Background: an optimization exercise with open tools, aiming at small area, a short achievable clock period and few clock cycles. Do not read the settings as production practice.
In this exercise RTL edits were held to simulation tests only and were not proved equivalent to the original.
Power figures rest on the tool's default switching activity, not on a simulated workload.

[flow/design.v]
module ifsb_crc_rom (
    input  wire [7:0]  addr,
    output wire [15:0] data
);
    wire [7:0] x = addr;
    wire [3:0] y = x[3:0] ^ x[7:4];
    assign data[0]  = y[0];
    assign data[1]  = y[1];
    assign data[2]  = y[2];
    assign data[3]  = y[3] ^ x[0];
    assign data[4]  = x[1];
    assign data[5]  = x[2];
    assign data[6]  = x[3];
    assign data[7]  = y[0];
    assign data[8]  = y[1] ^ x[0];
    assign data[9]  = y[2] ^ x[1];
    assign data[10] = y[3] ^ x[2];
    assign data[11] = x[3];
    assign data[12] = y[0];
    assign data[13] = y[1];
    assign data[14] = y[2];
    assign data[15] = y[3];
endmodule
module ifsb_codec (
    input  wire        clk,
    input  wire        rst,
    input  wire        req_valid,
    input  wire [7:0]  req_data,
    output wire        req_ready,
    output wire        dout_valid,
    output wire [7:0]  dout_data,
    input  wire        dout_ready,
    output wire        rsp_valid,
    input  wire        rsp_ready,
    output wire [3:0]  rsp_code,
    output wire        rsp_has_status,
    output wire [7:0]  rsp_status,
    output wire [15:0] rsp_value,
    output wire [7:0]  rsp_consumed,
    output wire [31:0] rsp_info
);
    localparam [3:0] R_OK          = 4'd0;
    localparam [3:0] R_NO_RESPONSE = 4'd1;
    localparam [3:0] R_NOOP        = 4'd2;
    localparam [3:0] R_SYNC_ERR    = 4'd3;
    localparam [3:0] R_TRUNCATED   = 4'd4;
    localparam [3:0] R_LEN_ERR     = 4'd5;
    localparam [3:0] R_CRC_ERR     = 4'd6;
    localparam [3:0] R_ENC_ERR     = 4'd7;
    localparam [3:0] R_ILLEGAL_OP  = 4'd11;
    localparam [15:0] K_FC = 16'h3DE3;    
    reg  [1:0]  hc;         
    reg         hv;         
    reg  [2:0]  op;
    reg         bad;        
    reg  [7:0]  cmd;
    reg  [7:0]  rem;        
    reg         dmode;      
    reg         rr;         
    reg  [7:0]  abuf;       
    reg         dv;         
    reg         anew;       
    reg  [7:0]  bbuf;       
    reg         bv;
    reg  [15:0] acc;        
    reg  [15:0] crc_reg;    
    reg s_idle, s_rsp;
    reg s_elen, s_ecmd, s_edata, s_elo, s_ehi, s_eend;
    reg s_crc, s_drain;
    reg s_pb0, s_pb1, s_pb2, s_pdata, s_plo, s_phi, s_pchk, s_pdone;
    reg go_q;               
    reg abort;              
    reg  [3:0]  r_code;
    reg         r_hs;
    reg  [7:0]  r_status;
    reg  [7:0]  r_cons;
    reg  [15:0] r_info;     
    wire fire   = req_valid & rr;
    wire dfire  = fire & dmode;
    wire hfire  = fire & ~dmode;
    wire afree  = ~dv | dout_ready;
    wire rem1   = (rem == 8'd1);
    wire remz   = (rem == 8'd0);
    wire cmdz   = (cmd == 8'd0);
    wire [15:0] rom_q;
    ifsb_crc_rom u_rom (
        .addr (acc[7:0] ^ abuf),
        .data (rom_q)
    );
    wire [15:0] step_out = {8'h00, acc[15:8]} ^ rom_q;
    wire        crc_hold = s_elo & ~bv & dv & ~dout_ready;
    wire hdr_last  = hfire & (hc == 2'd3);
    wire exec_free = s_idle | (s_rsp & rsp_ready);
    wire go        = (hv | hdr_last) & exec_free;
    wire op_is1    = (op == 3'd1);
    wire pre_ill   = bad |
                     ((op == 3'd0) & ~(cmdz & remz)) |
                     (op_is1 & ~remz) |
                     (((op == 3'd2) | (op == 3'd4)) & ~cmdz);
    wire op_crc    = ~pre_ill & ((op == 3'd0) | op_is1 | (op == 3'd2));
    wire op_enc    = ~pre_ill & (op == 3'd3);
    wire enc_err   = op_enc & (rem > 8'd250);
    wire op_encok  = op_enc & ~enc_err;
    wire op_parse  = ~pre_ill & (op == 3'd4);
    wire rsv1_bad  = (req_data != 8'h00);
    wire run       = ~abort;        
    wire init      = go_q & run;    
    wire outbyte   = s_edata | s_pdata;
    wire s_ptrunc  = s_pb1 | s_pb2 | s_pdata | s_plo | s_phi;   
    wire pend      = ~dmode;                                       
    wire d_zero    = (req_data == 8'h00);
    wire d_sync    = (req_data == 8'hFC);
    wire d_short   = (req_data < 8'd5);
    wire [7:0] cons_m3 = r_cons - 8'd3;
    wire last_pay  = (r_info[7:0] == 8'd5);
    wire len5      = last_pay;
    wire crc_match = (r_info == acc);
    wire pb0_fire  = s_pb0 & dfire;
    wire pb1_fire  = s_pb1 & dfire;
    wire pb2_fire  = s_pb2 & dfire;
    wire pd_fire   = s_pdata & dfire;
    wire plo_fire  = s_plo & dfire;
    wire phi_fire  = s_phi & dfire;
    wire p_noresp  = s_pb0 & pend;
    wire p_trunc   = s_ptrunc & pend;
    wire p_noop    = pb0_fire & d_zero;
    wire p_sync    = pb0_fire & ~d_zero & ~d_sync;
    wire p_lenerr  = pb1_fire & d_short;
    wire p_check   = s_pchk & ~anew & ~bv;
    wire p_ok      = p_check & crc_match;
    wire p_crcerr  = p_check & ~crc_match;
    wire p_done_n  = s_pdone & pend & ~bv & ~dv;
    wire e_len     = s_elen & afree;
    wire e_cmd     = s_ecmd & afree;
    wire e_last    = s_edata & dfire & rem1;
    wire e_lo      = s_elo & afree & ~bv;
    wire e_hi      = s_ehi & afree;
    wire e_end     = s_eend & dout_ready;
    wire c_end     = s_crc & pend & ~anew & ~go_q;
    wire dr_end    = s_drain & pend;
    wire rsp_done  = s_rsp & rsp_ready;
    wire rsp_raise = run & (e_end | c_end | dr_end | p_done_n);
    wire err_end   = p_done_n & (r_code == R_CRC_ERR);
    wire err_st    = s_pdone & (r_code == R_CRC_ERR);
    wire b_ld      = ~bv & ~s_rsp;
    wire [7:0] bbuf_d = outbyte ? req_data : ({8{err_st}} & acc[7:0]);
    wire bv_n     = bv ? ~afree : (dfire & outbyte & ~afree);
    wire hv_n     = ~go & (hv | hdr_last);
    wire s_elen_n = go ? op_encok : (s_elen & ~afree & run);
    wire s_ecmd_n = ~go & run & (e_len | (s_ecmd & ~afree));
    wire dmode_n  = go ? (op_encok | ~remz) :
                    (e_cmd & run) ? ~remz :
                    (dfire & rem1) ? 1'b0 : dmode;
    wire rr_n     = dmode_n ? (~bv_n & ~s_elen_n & ~s_ecmd_n) : ~hv_n;
    wire a_req  = dfire & ((outbyte & afree) | s_crc | s_pb0 | s_pb1 | s_pb2);
    wire a_b    = bv & afree;
    wire a_fc   = go & op_encok;
    wire a_len  = e_len;
    wire a_cmd  = e_cmd | (init & s_crc & op_is1);
    wire a_lo   = e_lo;
    wire a_hi   = e_hi | err_end;
    wire hc3    = (hc == 2'd3);
    wire al_p0  = (bv & ~dv) | (~dv & (s_elen | s_ecmd | (s_elo & ~bv) | s_ehi)) |
                  (go_q & s_crc & op_is1 & run) |
                  (run & ((s_crc & pend & ~anew & ~go_q) | (s_drain & pend) |
                          (s_pdone & pend & ~bv & ~dv))) |
                  (hv & s_idle & op_encok);
    wire al_p1  = rr & dmode & ((outbyte & ~dv) | s_crc | s_pb0 | s_pb1 | s_pb2);
    wire al_p1i = rr & ~dmode & hc3 & s_idle & op_encok;
    wire al_p2  = bv | s_elen | s_ecmd | (s_elo & ~bv) | s_ehi | (s_eend & run);
    wire al_p3  = rr & dmode & outbyte;
    wire al_p4  = hv & s_rsp & op_encok;
    wire al_p5  = rr & ~dmode & hc3 & s_rsp & op_encok;
    wire a_ld   = al_p0 | (req_valid & (al_p1 | al_p1i)) | (dout_ready & al_p2) |
                  (req_valid & dout_ready & al_p3) | (rsp_ready & al_p4) |
                  (req_valid & rsp_ready & al_p5);
    wire [7:0] len_byte = rem + 8'd5;
    wire sel_req = dmode & ~bv & (outbyte | s_crc | s_pb0 | s_pb1 | s_pb2);
    wire sel_fc  = s_idle | s_rsp;
    wire sel_cmd = s_ecmd | (go_q & s_crc & op_is1);
    wire sel_lo  = s_elo & ~bv;
    wire sel_hi  = s_ehi | (err_st & ~bv);
    wire [7:0] abuf_d = ({8{sel_req}} & req_data) |
                        ({8{bv}}      & bbuf) |
                        ({8{sel_fc}}  & 8'hFC) |
                        ({8{s_elen}}  & len_byte) |
                        ({8{sel_cmd}} & cmd) |
                        ({8{sel_lo}}  & step_out[7:0]) |
                        ({8{sel_hi}}  & acc[15:8]);
    wire dv_set  = (a_req & outbyte) | a_b | (a_fc & ~(hdr_last & rsv1_bad)) |
                   a_len | e_cmd | a_lo | e_hi;
    wire dv_d    = run & (dv_set | (dv & ~dout_ready));
    wire anew_d  = run & (a_req | a_b | a_fc | a_len | a_cmd | (anew & crc_hold));
    wire acc_fc   = init & s_elen;
    wire acc_crc  = init & s_crc & op_is1;
    wire acc_ld   = go_q | p_done_n | (anew & ~crc_hold);
    wire acc_stp  = ~go_q & ~p_done_n;
    wire [15:0] acc_d = ({16{acc_crc}} & crc_reg) |
                        ({16{acc_fc}}  & K_FC) |
                        ({16{acc_stp}} & step_out);
    wire crc_ld   = c_end;              
    wire code_ld  = go | abort | (s_pb0 & pend) | p_trunc | (pb0_fire & ~d_sync) |
                    p_lenerr | p_crcerr;
    wire [3:0] code_d = abort    ? R_ILLEGAL_OP :
                        s_pb0    ? (~dmode ? R_NO_RESPONSE : d_zero ? R_NOOP : R_SYNC_ERR) :
                        s_pb1    ? (~dmode ? R_TRUNCATED : R_LEN_ERR) :
                        s_ptrunc ? R_TRUNCATED :
                        s_pchk   ? R_CRC_ERR :
                        pre_ill  ? R_ILLEGAL_OP :
                        enc_err  ? R_ENC_ERR : R_OK;
    wire hs_ld    = go_q | p_noop | p_ok;
    wire hs_d     = run & (p_noop | p_ok);
    wire st_req   = pb2_fire;
    wire st_clr   = go_q | p_trunc | p_crcerr;
    wire [7:0] status_d = {8{s_pb2 & dmode}} & req_data;
    wire cons_clr = go_q;
    wire cons_inc = pb0_fire | pb1_fire | pb2_fire | pd_fire | plo_fire | phi_fire;
    wire [7:0] cons_d = cons_clr ? {7'd0, pb0_fire & run} : (r_cons + 8'd1);
    wire i_req_lo = run & (pb0_fire | pb1_fire | plo_fire);
    wire i_req_hi = phi_fire;
    wire i_n      = init & s_drain & (r_code == R_ENC_ERR);
    wire i_got    = s_pdata & pend;
    wire i_clr    = go_q | abort | p_ok | p_noresp | p_trunc;
    wire i_dec    = run & (pb2_fire | pd_fire);
    wire i_lo_ld  = i_req_lo | i_dec | i_clr;
    wire i_hi_ld  = i_req_hi | i_clr;
    wire i_sel_lo = run & dmode & (s_pb0 | s_pb1 | s_plo);
    wire i_sel_hi = dmode & s_phi;
    wire i_sel_dec = dmode & (s_pb2 | s_pdata);
    wire [7:0] info_lo_d = ({8{i_sel_lo}} & req_data) |
                           ({8{i_sel_dec}} & (r_info[7:0] - 8'd1)) |
                           ({8{i_n}}      & rem) |
                           ({8{i_got}}    & cons_m3) |
                           {7'd0, s_phi & pend};
    wire [7:0] info_hi_d = ({8{i_sel_hi}} & req_data) |
                           {6'd0, (s_pdata | s_plo | s_phi) & pend,
                                  (s_pb2 | s_plo | s_phi) & pend};
    always @(posedge clk) begin
        if (rst) begin
            hc      <= 2'd0;
            hv      <= 1'b0;
            dmode   <= 1'b0;
            rr      <= 1'b1;
            dv      <= 1'b0;
            anew    <= 1'b0;
            bv      <= 1'b0;
            crc_reg <= 16'h0000;
            go_q    <= 1'b0;
            abort   <= 1'b0;
            s_idle  <= 1'b1;
            s_rsp   <= 1'b0;
            s_elen  <= 1'b0;  s_ecmd  <= 1'b0;  s_edata <= 1'b0;
            s_elo   <= 1'b0;  s_ehi   <= 1'b0;  s_eend  <= 1'b0;
            s_crc   <= 1'b0;  s_drain <= 1'b0;
            s_pb0   <= 1'b0;  s_pb1   <= 1'b0;  s_pb2   <= 1'b0;
            s_pdata <= 1'b0;  s_plo   <= 1'b0;  s_phi   <= 1'b0;
            s_pchk  <= 1'b0;  s_pdone <= 1'b0;
        end else begin
            dmode <= dmode_n;
            hv    <= hv_n;
            bv    <= bv_n;
            rr    <= rr_n;
            dv    <= dv_d;
            anew  <= anew_d;
            go_q  <= go;
            abort <= go & ~hv & ~pre_ill & rsv1_bad;
            if (crc_ld)
                crc_reg <= acc;
            s_idle  <= go ? 1'b0 : (s_idle | rsp_done);
            s_rsp   <= (~go & run & s_rsp & ~rsp_ready) | rsp_raise;
            s_elen  <= s_elen_n;
            s_ecmd  <= s_ecmd_n;
            s_edata <= run & ((e_cmd & ~remz) | (s_edata & ~e_last));
            s_elo   <= (e_cmd & remz) | e_last | (s_elo & ~e_lo);
            s_ehi   <= e_lo | (s_ehi & ~e_hi);
            s_eend  <= e_hi | (s_eend & ~e_end);
            s_crc   <= (go & op_crc) | (s_crc & ~c_end & run);
            s_drain <= (go & (pre_ill | enc_err)) | abort | (s_drain & ~pend);
            s_pb0   <= (go & op_parse) | (s_pb0 & ~pend & ~dfire & run);
            s_pb1   <= run & ((pb0_fire & d_sync) | (s_pb1 & ~pend & ~dfire));
            s_pb2   <= (pb1_fire & ~d_short) | (s_pb2 & ~pend & ~dfire);
            s_pdata <= (pb2_fire & ~len5) | (s_pdata & ~pend & ~(dfire & last_pay));
            s_plo   <= (pb2_fire & len5) | (pd_fire & last_pay) | (s_plo & ~pend & ~dfire);
            s_phi   <= plo_fire | (s_phi & ~pend & ~dfire);
            s_pchk  <= phi_fire | (s_pchk & ~p_check);
            s_pdone <= run & (p_noresp | p_trunc | p_noop | p_sync | p_lenerr | p_check |
                              (s_pdone & ~p_done_n));
        end
        if (hfire) begin
            hc <= hc + 2'd1;
            if (hc == 2'd0) begin
                op  <= req_data[2:0];
                bad <= (req_data[7:3] != 5'd0) |
                       (req_data[2] & (req_data[1] | req_data[0]));
            end
            if (hc == 2'd1)
                cmd <= req_data;
            if (hc == 2'd3)
                bad <= bad | rsv1_bad;
        end
        if (hfire & (hc == 2'd2))
            rem <= req_data;
        else if (dfire)
            rem <= rem - 8'd1;
        if (rst)
            hc <= 2'd0;
        if (b_ld)
            bbuf <= bbuf_d;
        if (a_ld)
            abuf <= abuf_d;
        if (acc_ld)
            acc <= acc_d;
        if (code_ld)
            r_code <= code_d;
        if (hs_ld)
            r_hs <= hs_d;
        if (st_req | st_clr)
            r_status <= status_d;
        if (cons_clr | cons_inc)
            r_cons <= cons_d;
        if (i_lo_ld)
            r_info[7:0] <= info_lo_d;
        if (i_hi_ld)
            r_info[15:8] <= info_hi_d;
    end
    assign req_ready      = rr;
    assign dout_valid     = dv;
    assign dout_data      = abuf;
    assign rsp_valid      = s_rsp;
    assign rsp_code       = r_code;
    assign rsp_has_status = r_hs;
    assign rsp_status     = r_status;
    assign rsp_value      = acc;
    assign rsp_consumed   = r_cons;
    assign rsp_info       = {abuf, bbuf, r_info};
endmodule
[flow/flow/run.sh]
#!/bin/bash
set -euo pipefail
bash standard.sh SETUP_SLACK_MARGIN=6.8 \
  "BUFFER_PORTS_ARGS=-buffer_cell sky130_fd_sc_hd__buf_1" \
  "CTS_ARGS=-sink_clustering_enable -repair_clock_nets -root_buf sky130_fd_sc_hd__clkbuf_16 -buf_list sky130_fd_sc_hd__clkbuf_4" \
  finish > standard_flow.log 2>&1
[flow/standard.sh]
#!/bin/bash
# synth_recipe.tcl (not shown) runs the flow's synth.tcl, then flattens the netlist and writes it again
# the make line also repeats each setting of config.mk as NAME=value (left out here)
make -C /OpenROAD-flow-scripts/flow DESIGN_CONFIG=/design/flow/config.mk WORK_HOME=/design/flow/orfs CLKGATE_MAP_FILE= SYNTH_SCRIPT=/design/flow/synth_recipe.tcl "${@:-finish}"
[flow/config.mk]
export PLATFORM = sky130hd
export DESIGN_NAME = ifsb_codec
export DESIGN_NICKNAME = ifsb_codec
export VERILOG_FILES = /design/flow/design.v
export SDC_FILE = /design/flow/constraint.sdc
export NUM_CORES = 4
export LEC_CHECK = 0
export CAP_MARGIN = 20
export CORE_MARGIN = 2
export CORE_UTILIZATION = 40
export SLEW_MARGIN = 20
[flow/constraint.sdc]
create_clock -name core_clock -period 10.0 [get_ports {clk}]
set_input_delay 2.0000 -clock core_clock [delete_from_list [all_inputs] [get_ports {clk}]]
set_output_delay 2.0000 -clock core_clock [all_outputs]
set_load 0.01 [all_outputs]
==> results of run 1 <==
==> metal layers <==
metal / up-vias / track usage [%] / share of wire [%]
li1: 2784 / - / -
met1: 3040 / 32.70 / 42
met2: 335 / 38.09 / 48
met3: 36 / 5.151 / 8.4
met4: 0 / 6.472 / 1.6
met5: - / 0 / 0
==> cell families (layout without fill, tap and decap cells) <==
| logic type | Yosys count | in the layout | synth area share, % |
|---|---|---|---|
| AO/OA/AOI/OAI | 176 | 176 | 17.05 |
| XOR/XNOR | 70 | 70 | 8.586 |
| adder cells (fa/ha/maj) | 12 | 12 | 2.103 |
| buffers and inverters | 75 | 158 | 4.713 |
| flip-flops | 133 | 133 | 49.76 |
| multiplexers | 2 | 2 | 0.2804 |
| AND/OR/NAND/NOR | 248 | 248 | 17.51 |
==> cells in the mapped netlist, types with 6 or more instances <==
library cell and instances:
a22o_1 11, o21ai_1 10, and3_1 21, nand3_1 14, xnor2_1 36, nor2_1 50, ha_1 12, a221oi_1 6
nand4_1 6, buf_4 8, a221o_1 12, nand2_1 79, nor4_1 12, xor2_1 34, a22oi_1 8, clkbuf_1 36
inv_1 22, nor3_1 17, o21ai_0 21, dfxtp_1 44, edfxtp_1 89, and2_1 6, or3_1 6, nor2b_1 8
a31oi_1 6, a222oi_1 8, a21oi_1 52
==> stage by stage <==
step | hold WS, ps | cells | setup slack [ps] | area, sq um
floorplan | 436.0 | 716 | 6776 | 7172
global placement | 441.9 | 983 | 6193 | 7565
detailed placement | 447.2 | 983 | 6133 | 7565
CTS | 462.6 | 1017 | 6730 | 7936
global route | 481.2 | 1024 | 6801 | 8041
finish | 461.8 | 1024 | 6837 | 8041
==> worst max-delay path by stage <==
stage          cells past startpoint  slack [ps]         from           end
2_1_floorplan                      5        6780    req_valid       abuf[0]
3_3_place_gp                       6        6190  req_data[4]          r_hs
3_5_place_dp                       6        6130  req_data[4]          r_hs
4_1_cts                            6        6730  req_data[6]     r_code[0]
5_1_grt                            6        6800    rsp_ready       abuf[1]
6_report                           1        6840       acc[6]  rsp_value[6]
==> where the power goes <==
| part | internal, W | switching, W | total [W] |
|---|---|---|---|
| sequential | 0.000589 | 0.00000867 | 0.000598 |
| combinational | 0.0000147 | 0.0000324 | 0.0000470 |
| clock | 0.000227 | 0.000202 | 0.000429 |
| total | 0.000831 | 0.000243 | 0.00107 |
==> cells in the final DEF (no fill, tap or decap), types with 6 or more instances in the layout <==
master    Yosys  final
a21oi_1      52     52
a221o_1      12     12
a221oi_1      6      6
a222oi_1      8      8
a22o_1       11     11
a22oi_1       8      8
a31oi_1       6      6
and2_1        6      6
and3_1       21     21
buf_1         4     83
buf_4         8     12
clkbuf_4      0     22
dfxtp_1      44     44
edfxtp_1     89     89
ha_1         12     12
inv_1        22     22
nand2_1      79     75
nand3_1      14     13
nand4_1       6      6
nor2_1       50     49
nor2b_1       8      8
nor3_1       17     16
nor4_1       12     10
o21ai_0      21     21
o21ai_1      10      9
or3_1         6      6
xnor2_1      36     36
xor2_1       34     34
==> repair_timing <==
action / in CTS / in global routing
pin swaps: 1 / 3
endpoints found under the setup margin: 29 / 46
endpoints found under the hold margin: 0 / 0
setup buffers: 2 / 7
resized for setup: 8 / 12
==> final cells by class <==
cell class	count	area, sq um	share of cell area (%)
repair buffers	104	449.2	5.586
clock inverters	10	155.1	1.929
flip-flops and latches	133	3553	44.19
inverters	22	82.58	1.027
multi-input cells	508	3337	41.50
well taps	225	281.5	3.501
clock buffers	22	182.7	2.272
==> flow_summary.toml, run 1 <==
[synth]
async_reset_ff_share_pct = 0
syn_inst = 716
yosys_warnings = 1
syn_area_sq_mm = 0.007141
synth_fp_nets = 741
synth_ff_type = "edfxtp_1"
seq_area_frac_synth_pct = 49.76
synth-edff-count = 89
yosys.area.top_type = "edfxtp_1"
synth-seq-cells = 133
synth_cell_types = 69
synth_top_area_share_pct = 37.43
synth_area_leaders = "edfxtp_1, dfxtp_1, xnor2_1, xor2_1, nand2_1"
syn_avg_cell_area_sq_um = 9.973

[worst_setup_path]
endpoint_kind = "output pin"
worstRegToRegCells = 7
critPathArrivalTime_ps = 1160
cp_slowest_cell = "edfxtp_1"
timing.rr.end = "abuf[3]"
crit_family = "flip-flops"
slowest_delay_ps = 590
timing.rr.start = "rem[0]"
crit_chain = "buf_1"
startpoint_type = "register"
regToRegSetupSlack_ps = 6990
path_class = "reg -> out"
crit_buf_inv = 1
cp_max_fo = 5
required_ps = 8000

[power]
power_w = 0.001074
vdd_ir_drop_max_uv = 79.24
p_leak_nw = 2.824
p_per_area_mw_per_mm2 = 133.6

[timing]
setup_violations = 0
setup_tns_ps = 0
fin_skew_ps = 29.07
tightestPinTransition_ps = 930.0
relSlewSlack_pct = 37.43
rsz0062_at_grt = "no"
fin_crit_sh_pct = 31.63
max_freq_mhz = 316.1
final_max_slew_viol_count = 0
hold_viol = 0
finalCriticalPeriod_ps = 3163

[clocking]
cts.reportedPaths.clkPinSlew_ps = 110
cts-htree-levels = 4
clk_path_buf_depth = 2
cts_hold_buffers = 0
cts_root_buffer = "clkbuf_16"
cts_buffers = 17
cts_tree = "built"
clkLatencyLatePin_ps = 390
cts.sinks = 133

[global_route]
antenna_found_initial = 0
grt_max_degree = 42
grt_pass1_wl_mm = 33.35
grt_usage_pct = 23.84
grt_remaining_overflow = 0
grt_pass1_vias = 5632

[die]
die_h_um = 137.6
io_pins = 93
dieWidth_um = 137.6
core_area_sq_mm = 0.01736
dieArea_sq_mm = 0.01894
row_count = 48
initial_core_util_pct = 41.14

[routing]
antenna_left = 0
vias_per_cell = 6.050
num_vias = 6195
wl_per_cell_um = 21.94
first_iter_violations = 805
remaining_drc_errors = 0
totalWireLength_mm = 22.47
first_pass_iters = 6

[finish]
area_growth_pct = 12.62
drive_above_1_share_pct = 10.01
post-route-util_pct = 46.33
layout.nets = 811
antennaDiodeCount = 0
fill_cells = 1640

[place]
gp_congestion = 0.9332
io_buffers = 92
dp_hpwl_mm = 16.44

[worst_hold_path]
worstHoldStart = "crc_reg[0]"
hold_path_class = "reg -> reg"
min_to = "crc_reg[0]"
whs_path_depth = 2

[run_status]
outcome = "complete, no violations"

[run]
maxCapViolCount = 0
Testbench counts, summed over its fixed seeds: cycles 72,419.
==> run 2, diff against run 1 <==
==> flow/flow/run.sh (replaced) <==
#!/bin/bash
set -euo pipefail
bash standard.sh SETUP_SLACK_MARGIN=6.7 \
  "BUFFER_PORTS_ARGS=-buffer_cell sky130_fd_sc_hd__buf_1" \
  "CTS_ARGS=-sink_clustering_enable -repair_clock_nets -root_buf sky130_fd_sc_hd__clkbuf_16 -buf_list sky130_fd_sc_hd__clkbuf_8" \
  finish > standard_flow.log 2>&1
==> flow_summary.toml, run 2 <==
[power]
p_per_area_mw_per_mm2 = 141.1
combPwrFrac_pct = 4.1
p_clk_share_pct = 43.2
vdd_ir_drop_max_uv = 100.5
p_leak_nw = 2.811
power.internal_w = 0.0008798
netSwitchingPower_w = 0.0002557
power_frac_seq_pct = 52.7
p_sw_share_pct = 22.52

[worst_setup_path]
startpoint_type = "input pin"
cp_max_fo = 17
slowest_delay_ps = 340
timing.rr.start = "rem[0]"
endpoint_kind = "register"
cp_slowest_cell = "nor2_1"
crit_chain = "buf_1, nand2_1, nor2_1, nand2_2, nand2_2"
crit_buf_inv = 1
critPathArrivalTime_ps = 3320
crit_family = "simple AND/OR/NAND/NOR gates"
crit_start = "req_valid"
path_class = "in -> reg"
crit_top_cell = "nand2_2"
required_ps = 10070

[synth]
synth_fp_nets = 741
synth-edff-count = 89
yosys.area.top_type = "edfxtp_1"
synth_area_leaders = "edfxtp_1, dfxtp_1, xnor2_1, xor2_1, nand2_1"
synth_top_area_share_pct = 37.43
syn_inst = 716
syn_area_sq_mm = 0.007141
syn_avg_cell_area_sq_um = 9.973
seq_area_frac_synth_pct = 49.76
async_reset_ff_share_pct = 0
synth_cell_types = 69
yosys_warnings = 1
synth_common_cells = "edfxtp_1, nand2_1, a21oi_1"
yosysMostFrequentCell = "edfxtp_1"
synth-seq-cells = 133
synth_ff_type = "edfxtp_1"

[routing]
num_vias = 6129
vias_per_cell = 6.032
first_pass_iters = 6
totalWireLength_mm = 22.13
antenna_left = 0
remaining_drc_errors = 0
first_iter_violations = 961
wl_per_cell_um = 21.78

[finish]
area_growth_pct = 12.67
final_common_cell = "edfxtp_1"
mostFrequentLayoutCells = "edfxtp_1, buf_1, nand2_1, a21oi_1, nor2_1"
post-route-util_pct = 46.35
layout.nets = 803
fill_cells = 1652
antennaDiodeCount = 0
drive_above_1_share_pct = 7.965

[global_route]
grt_remaining_overflow = 0
grt_pass1_vias = 5723
grt_max_degree = 42
grt_usage_pct = 23.77
antenna_found_initial = 0
grt_pass1_wl_mm = 33.51

[die]
initial_core_util_pct = 41.14
io_pins = 93
row_count = 48
dieWidth_um = 137.6
dieArea_sq_mm = 0.01894
die_h_um = 137.6
core_area_sq_mm = 0.01736

[timing]
fin_crit_sh_pct = 32.48
max_freq_mhz = 307.8
final_max_slew_viol_count = 0
setup_violations = 0
hold_viol = 0
fin_skew_ps = 18.76
finalCriticalPeriod_ps = 3248
setup_tns_ps = 0
tightestPinTransition_ps = 926.5
rsz0062_at_grt = "no"
relSlewSlack_pct = 38.12

[clocking]
cts_tree = "built"
clk_path_buf_depth = 2
cts_root_buffer = "clkbuf_16"
cts.sinks = 133
cts.reportedPaths.clkPinSlew_ps = 70
clkLatencyLatePin_ps = 390
cts_buffers = 17
cts_hold_buffers = 0
cts-htree-levels = 4

[place]
gp_congestion = 0.9720
dp_hpwl_mm = 16.33
io_buffers = 92

[worst_hold_path]
worstHoldStart = "crc_reg[9]"
hold_path_class = "reg -> reg"

[run]
maxCapViolCount = 0

[run_status]
outcome = "complete, no violations"
-- run 2: cell counts after synthesis --
No cell type changed its count.
-- run 2: cell families (layout without fill, tap and decap cells) --
| kind of cell | after synthesis | in the layout | synth area share [%] |
|---|---|---|---|
| flip-flops | 133 | 133 | 49.76 |
| buffers and inverters | 75 | 150 | 4.713 |
| XOR/XNOR | 70 | 70 | 8.586 |
| AO/OA/AOI/OAI | 176 | 176 | 17.05 |
| AND/OR/NAND/NOR | 248 | 248 | 17.51 |
| adder cells (fa/ha/maj) | 12 | 12 | 2.103 |
| multiplexers | 2 | 2 | 0.2804 |
-- run 2: final timing paths --
kind | to | slack (ps) | cells after the start
min | crc_reg[9] | 460 | 2
max | rem[4] | 6750 | 5
min reg2reg | crc_reg[9] | 460 | 2
max reg2reg | abuf[6] | 6950 | 7
-- run 2: cell type report --
| class | instances | area (sq um) | area share, % |
|---|---|---|---|
| Clock inverter | 15 | 175.2 | 2.177 |
| Sequential cell | 133 | 3553 | 44.17 |
| Multi-Input combinational cell | 508 | 3319 | 41.26 |
| Clock buffer | 17 | 245.2 | 3.048 |
| Tap cell | 225 | 281.5 | 3.499 |
| Inverter | 22 | 82.58 | 1.026 |
| Timing Repair Buffer | 96 | 387.9 | 4.821 |
-- run 2: power by group through the flow --
stage,sequential [W],clock (W),combinational (W)
floorplan,0.000607,0,0.0000297
global placement,0.000610,0,0.0000430
detailed placement,0.000610,0,0.0000442
CTS,0.000598,0.000495,0.0000454
global route,0.000599,0.000517,0.0000510
finish,0.000598,0.000491,0.0000468
-- run 2: layer usage --
metal / GRT usage, % / part of all wire [%] / up-vias
li1: - / - / 2763
met2: 37.53 / 47 / 330
met5: 0 / 0 / -
met1: 31.72 / 43 / 2980
met4: 8.247 / 2.4 / 0
met3: 6.034 / 7.7 / 56
-- run 2: worst register-to-register path, cell delays in order (launching register included) --
cell and delay [ps]:
edfxtp_1 580, inv_1 180, ha_1 220, nand2b_1 150, a2111oi_2 880, nor4b_1 160, a21oi_1 190, o2111ai_2 340
-- run 2: through the flow --
stage	cell area, sq um	instances	setup WS [ps]	hold WS [ps]	power, W
2_1_floorplan	7159	716	6687	436.0	0.0006366
3_3_place_gp	7553	983	6161	441.5	0.0006529
3_5_place_dp	7553	983	6050	448.1	0.0006544
4_1_cts	8001	1015	6720	458.5	0.001138
5_1_grt	8045	1016	6709	480.2	0.001166
6_report	8045	1016	6752	457.4	0.001136
-- run 2: timing repair --
| action | in CTS | in global routing |
|---|---|---|
| pin swaps | 0 | 1 |
| buffers inserted | 0 | 1 |
| setup endpoints to repair | 15 | 23 |
| cloned | 0 | 0 |
| gates resized for setup | 10 | 8 |
==> run 3, diff against run 2 <==
==> flow/flow/run.sh (replaced) <==
#!/bin/bash
set -euo pipefail
bash standard.sh SETUP_SLACK_MARGIN=6.9 \
  "BUFFER_PORTS_ARGS=-buffer_cell sky130_fd_sc_hd__buf_1" \
  "CTS_ARGS=-sink_clustering_enable -repair_clock_nets -root_buf sky130_fd_sc_hd__clkbuf_16 -buf_list sky130_fd_sc_hd__clkbuf_8" \
  finish > standard_flow.log 2>&1
==> flow_summary.toml, run 3 <==
[synth]
async_reset_ff_share_pct = 0
synth_common_cells = "edfxtp_1, nand2_1, a21oi_1"
syn_inst = 716
synth_area_leaders = "edfxtp_1, dfxtp_1, xnor2_1, xor2_1, nand2_1"
synth-seq-cells = 133
yosys_warnings = 1
synth_cell_types = 69
syn_area_sq_mm = 0.007141
yosys.area.top_type = "edfxtp_1"
yosysMostFrequentCell = "edfxtp_1"
synth_top_area_share_pct = 37.43
syn_avg_cell_area_sq_um = 9.973
seq_area_frac_synth_pct = 49.76
synth_ff_type = "edfxtp_1"
synth_fp_nets = 741
synth-edff-count = 89

[place]
dp_hpwl_mm = 16.32
dpl_cell_area_sq_mm = 0.007604
post-place-ws_ps = 6186
gp_congestion = 0.9173
io_buffers = 92

[die]
dieArea_sq_mm = 0.01894
core_area_sq_mm = 0.01736
dieWidth_um = 137.6
die_h_um = 137.6
initial_core_util_pct = 41.14
row_count = 48
io_pins = 93

[worst_setup_path]
startpoint_type = "register"
endpoint_kind = "output pin"
slowest_delay_ps = 490
critPathArrivalTime_ps = 1080
cp_max_fo = 6
path_class = "reg -> out"
crit_buf_inv = 1
cp_slowest_cell = "dfxtp_1"
crit_family = "flip-flops"
crit_chain = "buf_1"
required_ps = 8000

[power]
p_per_area_mw_per_mm2 = 146.0
vdd_ir_drop_max_uv = 91.90
p_leak_nw = 3.024
power_w = 0.001234

[timing]
setup_tns_ps = 0
worst_slack_ps = 6924
final_max_slew_viol_count = 0
tightestPinTransition_ps = 951.0
fin_crit_sh_pct = 30.76
finalCriticalPeriod_ps = 3076
max_freq_mhz = 325.1
fin_skew_ps = 14.11
relSlewSlack_pct = 36.60
rsz0062_at_grt = "yes"
hold_viol = 0
setup_violations = 0

[clocking]
cts-htree-levels = 4
cts_buffers = 17
clkLatencyLatePin_ps = 390
cts_hold_buffers = 0
clk_path_buf_depth = 2
cts.sinks = 133
cts.reportedPaths.clkPinSlew_ps = 80
cts_root_buffer = "clkbuf_16"
cts_tree = "built"

[routing]
wl_per_cell_um = 21.77
vias_per_cell = 5.998
num_vias = 6286
totalWireLength_mm = 22.81
remaining_drc_errors = 0
first_iter_violations = 752
antenna_left = 0
first_pass_iters = 6

[run]
maxCapViolCount = 0

[finish]
layout.nets = 835
final_common_cell = "edfxtp_1"
post-route-util_pct = 48.70
area_growth_pct = 18.38
drive_above_1_share_pct = 13.24
stdcell_area_sq_mm = 0.008453
mostFrequentLayoutCells = "edfxtp_1, buf_1, nand2_1, a21oi_1, nor2_1"
antennaDiodeCount = 0

[global_route]
grt_usage_pct = 24.31
grt.met1_usage_pct = 32.62
grtUsageMet3_pct = 5.813
grt_remaining_overflow = 0
grt_pass1_wl_mm = 34.02
busiest_layer = "met2"
grt_pass1_vias = 5943
antenna_found_initial = 0
grt_max_degree = 42
met2_usage_pct = 37.84

[run_status]
outcome = "complete, no violations"

[worst_hold_path]
hold_path_class = "reg -> reg"
-- run 3: cell counts after synthesis --
No cell type changed its count.
-- run 3: kinds of logic (layout without fill, tap and decap cells) --
logic type / after synthesis / count (layout) / synth area share [%]
adder cells (fa/ha/maj): 12 / 12 / 2.103
AO/OA/AOI/OAI: 176 / 176 / 17.05
AND/OR/NAND/NOR: 248 / 248 / 17.51
flip-flops: 133 / 133 / 49.76
XOR/XNOR: 70 / 70 / 8.586
multiplexers: 2 / 2 / 0.2804
buffers and inverters: 75 / 182 / 4.713
-- run 3: stage by stage --
step / std cells / hold WS [ps]
after detailed placement: 983 / 449.2
after global placement: 983 / 442.1
after CTS: 1034 / 459.8
final: 1048 / 456.4
after floorplan: 716 / 436.0
after global routing: 1048 / 482.6
-- run 3: cell type report --
| cell class | count | area [sq um] |
|---|---|---|
| Multi-Input combinational cell | 508 | 3385 |
| Sequential cell | 133 | 3553 |
| Inverter | 22 | 82.58 |
| Clock buffer | 18 | 259.0 |
| Tap cell | 225 | 281.5 |
| Timing Repair Buffer | 128 | 635.6 |
| Clock inverter | 14 | 256.5 |
| Fill cell | 1604 | 8904 |
-- run 3: final timing paths --
kind | end | start | slack (ps) | cells after the start
hold / removal | crc_reg[9] | crc_reg[9] | 460 | 2
setup reg to reg | abuf[0] | rem[0] | 7010 | 7
setup / recovery | dout_valid | dv | 6920 | 1
hold reg to reg | crc_reg[9] | crc_reg[9] | 460 | 2
-- run 3: what timing repair did --
| item | CTS | global route |
|---|---|---|
| resized for setup | 17 | 11 |
| cloned | 0 | 0 |
| setup buffers | 19 | 14 |
| pin swaps | 5 | 5 |
| endpoints found under the setup margin | 68 | 65 |
-- run 3: per-layer routing --
metal	routed length, um	part of all wire, %
met1	9546	42
met2	10720	47
met3	1953	8.6
met4	593	2.6
met5	0	0
-- run 3: power by group --
| part | switching [W] | leakage, nW | internal (W) | total, W |
|---|---|---|---|---|
| registers | 0.00000793 | 1.20 | 0.000589 | 0.000597 |
| clock network | 0.000223 | 0.257 | 0.000363 | 0.000586 |
| logic | 0.0000344 | 1.57 | 0.0000162 | 0.0000506 |
==> run 4, diff against run 3 <==
==> flow/flow/run.sh (replaced) <==
#!/bin/bash
set -euo pipefail
bash standard.sh SETUP_SLACK_MARGIN=6.8 \
  "BUFFER_PORTS_ARGS=-buffer_cell sky130_fd_sc_hd__buf_1" \
  "CTS_ARGS=-sink_clustering_enable -repair_clock_nets -root_buf sky130_fd_sc_hd__clkbuf_16 -buf_list sky130_fd_sc_hd__clkbuf_8" \
  finish > standard_flow.log 2>&1
==> flow_summary.toml, run 4 <==
[routing]
first_pass_iters = 6
vias_per_cell = 5.989
antenna_left = 0
remaining_drc_errors = 0
first_iter_violations = 808
wl_per_cell_um = 21.86
num_vias = 6103
totalWireLength_mm = 22.28

[synth]
synth-edff-count = 89
yosys.area.top_type = "edfxtp_1"
seq_area_frac_synth_pct = 49.76
yosys_warnings = 1
async_reset_ff_share_pct = 0
synth_cell_types = 69
synth_ff_type = "edfxtp_1"
synth_area_leaders = "edfxtp_1, dfxtp_1, xnor2_1, xor2_1, nand2_1"
synth_top_area_share_pct = 37.43
syn_avg_cell_area_sq_um = 9.973
synth_fp_nets = 741
synth-seq-cells = 133
synth_common_cells = "edfxtp_1, nand2_1, a21oi_1"
syn_area_sq_mm = 0.007141
syn_inst = 716
yosysMostFrequentCell = "edfxtp_1"

[die]
core_area_sq_mm = 0.01736
initial_core_util_pct = 41.14
dieArea_sq_mm = 0.01894
io_pins = 93
dieWidth_um = 137.6
die_h_um = 137.6
row_count = 48

[worst_hold_path]
hold_path_class = "reg -> reg"

[global_route]
grt_max_degree = 42
grt_usage_pct = 23.92
grt_pass1_wl_mm = 33.44
grt_pass1_vias = 5634
antenna_found_initial = 0
grt_remaining_overflow = 0

[timing]
finalCriticalPeriod_ps = 3136
final_max_slew_viol_count = 0
tightestPinTransition_ps = 981.4
relSlewSlack_pct = 33.97
max_freq_mhz = 318.8
fin_crit_sh_pct = 31.36
setup_violations = 0
hold_viol = 0
rsz0062_at_grt = "yes"
setup_tns_ps = 0
fin_skew_ps = 16.28

[power]
p_leak_nw = 2.852
vdd_ir_drop_max_uv = 89.69
p_per_area_mw_per_mm2 = 139.6
power_w = 0.001131

[worst_setup_path]
endpoint_kind = "output pin"
startpoint_type = "register"
crit_chain = "buf_1"
slowest_delay_ps = 560
regToRegSetupSlack_ps = 7030
crit_buf_inv = 1
crit_family = "flip-flops"
critPathArrivalTime_ps = 1140
cp_slowest_cell = "edfxtp_1"
required_ps = 8000
path_class = "reg -> out"
cp_max_fo = 6

[run_status]
outcome = "complete, no violations"

[finish]
drive_above_1_share_pct = 9.194
mostFrequentLayoutCells = "edfxtp_1, buf_1, nand2_1, a21oi_1, nor2_1"
final_cells = 1019
stdcell_area_sq_mm = 0.008104
final_common_cell = "edfxtp_1"
antennaDiodeCount = 0
fill_cells = 1624
layout.nets = 806
post-route-util_pct = 46.69
area_growth_pct = 13.49

[clocking]
cts.sinks = 133
cts.reportedPaths.clkPinSlew_ps = 70
cts_buffers = 17
clkLatencyLatePin_ps = 380
cts-htree-levels = 4
cts_tree = "built"
clk_path_buf_depth = 2
cts_root_buffer = "clkbuf_16"

[place]
dpl_cell_area_sq_mm = 0.007565
io_buffers = 92
dp_cells = 983
dp_hpwl_mm = 16.44
gp_congestion = 0.9332

[run]
maxCapViolCount = 0
[run 4: cell counts after synthesis]
Identical to the previous run, type by type.
[run 4: worst reg2reg max path, cell delays in order, from the launching register on]
cell and delay, ps:
edfxtp_1 630, inv_1 180, ha_1 230, nand2b_1 150, a2111oi_2 840, nor4b_1 140
a21oi_1 250, o2111ai_4 260
[run 4: cell families (layout without fill, tap and decap cells)]
| logic type | Yosys count | in the layout | share of synthesized area (%) |
|---|---|---|---|
| xor+xnor | 70 | 70 | 8.586 |
| flops | 133 | 133 | 49.76 |
| compound gates | 176 | 176 | 17.05 |
| fa+ha+maj | 12 | 12 | 2.103 |
| buf+inv | 75 | 153 | 4.713 |
| mux | 2 | 2 | 0.2804 |
| simple gates | 248 | 248 | 17.51 |
[run 4: metrics by stage]
stage          hold WS (ps)  worst slack [ps]
3_3_place_gp          441.9              6193
2_1_floorplan         436.0              6776
6_report              456.5              6864
3_5_place_dp          447.2              6133
4_1_cts               457.5              6811
5_1_grt               475.4              6799
[run 4: path summary, 6_finish.rpt]
path	end	from	cells past startpoint
setup reg to reg	abuf[2]	rem[0]	7
hold / removal	crc_reg[0]	crc_reg[0]	2
setup / recovery	rsp_value[10]	acc[10]	1
hold reg to reg	crc_reg[0]	crc_reg[0]	2
[run 4: metal layers]
metal / part of all wire, % / GRT usage, %
met1: 42 / 32.51
met4: 2.2 / 6.357
met5: 0 / 0
met3: 8.7 / 5.740
met2: 47 / 38.23
[run 4: layout make-up]
| type | count | area (sq um) | area share (%) |
|---|---|---|---|
| sequential | 133 | 3553 | 43.85 |
| multi-input combinational | 508 | 3356 | 41.41 |
| timing repair buffer | 99 | 411.6 | 5.080 |
| inverter | 22 | 82.58 | 1.019 |
| clock inverter | 15 | 173.9 | 2.146 |
| tap | 225 | 281.5 | 3.474 |
| clock buffer | 17 | 245.2 | 3.026 |
[run 4: timing repair]
item | in CTS | in global routing
pin swaps | 3 | 3
endpoints found under the setup margin | 30 | 53
cloned | 0 | 0
resized for setup | 10 | 14
hold buffers | 0 | 0
setup buffers | 4 | 0
[run 4: power breakdown]
group / leakage, nW / switching (W) / total, W / internal, W
logic: 1.42 / 0.0000324 / 0.0000473 / 0.0000149
clock network: 0.231 / 0.000210 / 0.000486 / 0.000276
registers: 1.20 / 0.00000874 / 0.000598 / 0.000590

-- what the ideal ports hide --
In the flow no input, the clock included, has a driving cell. The finished layouts below were timed again as built, in two steps.
Step 1: set_driving_cell puts a clkbuf_16 on clk and a buf_2 on each other input, an assumption about the parent block.
Step 2, shift: input delay + t, output delay - t, t = (earliest + latest rising clock arrival at the registers) / 2. This alone moves slack from input paths to output paths.
Three values: no drivers, after step 1, after step 2; two values: the first two.
run | t (ns) | setup slack, ns | worst setup path at the end | clock arrival spread, ns | cell pins on the clock port's net
run 1 | 0.422 | 6.837 / 6.790 / 6.465 | input to register | 0.030 / 0.030 | 1
run 2 | 0.419 | 6.752 / 6.771 / 6.351 | input to register | 0.019 / 0.019 | 1
run 3 | 0.423 | 6.924 / 6.881 / 6.544 | input to register | 0.015 / 0.015 | 1
run 4 | 0.421 | 6.864 / 6.817 / 6.490 | input to register | 0.017 / 0.016 | 1
After both steps every run listed still meets setup and hold. The setup slack of run 2, which loses most, moves by +0.019 ns with the drivers and by -0.401 ns with both steps.
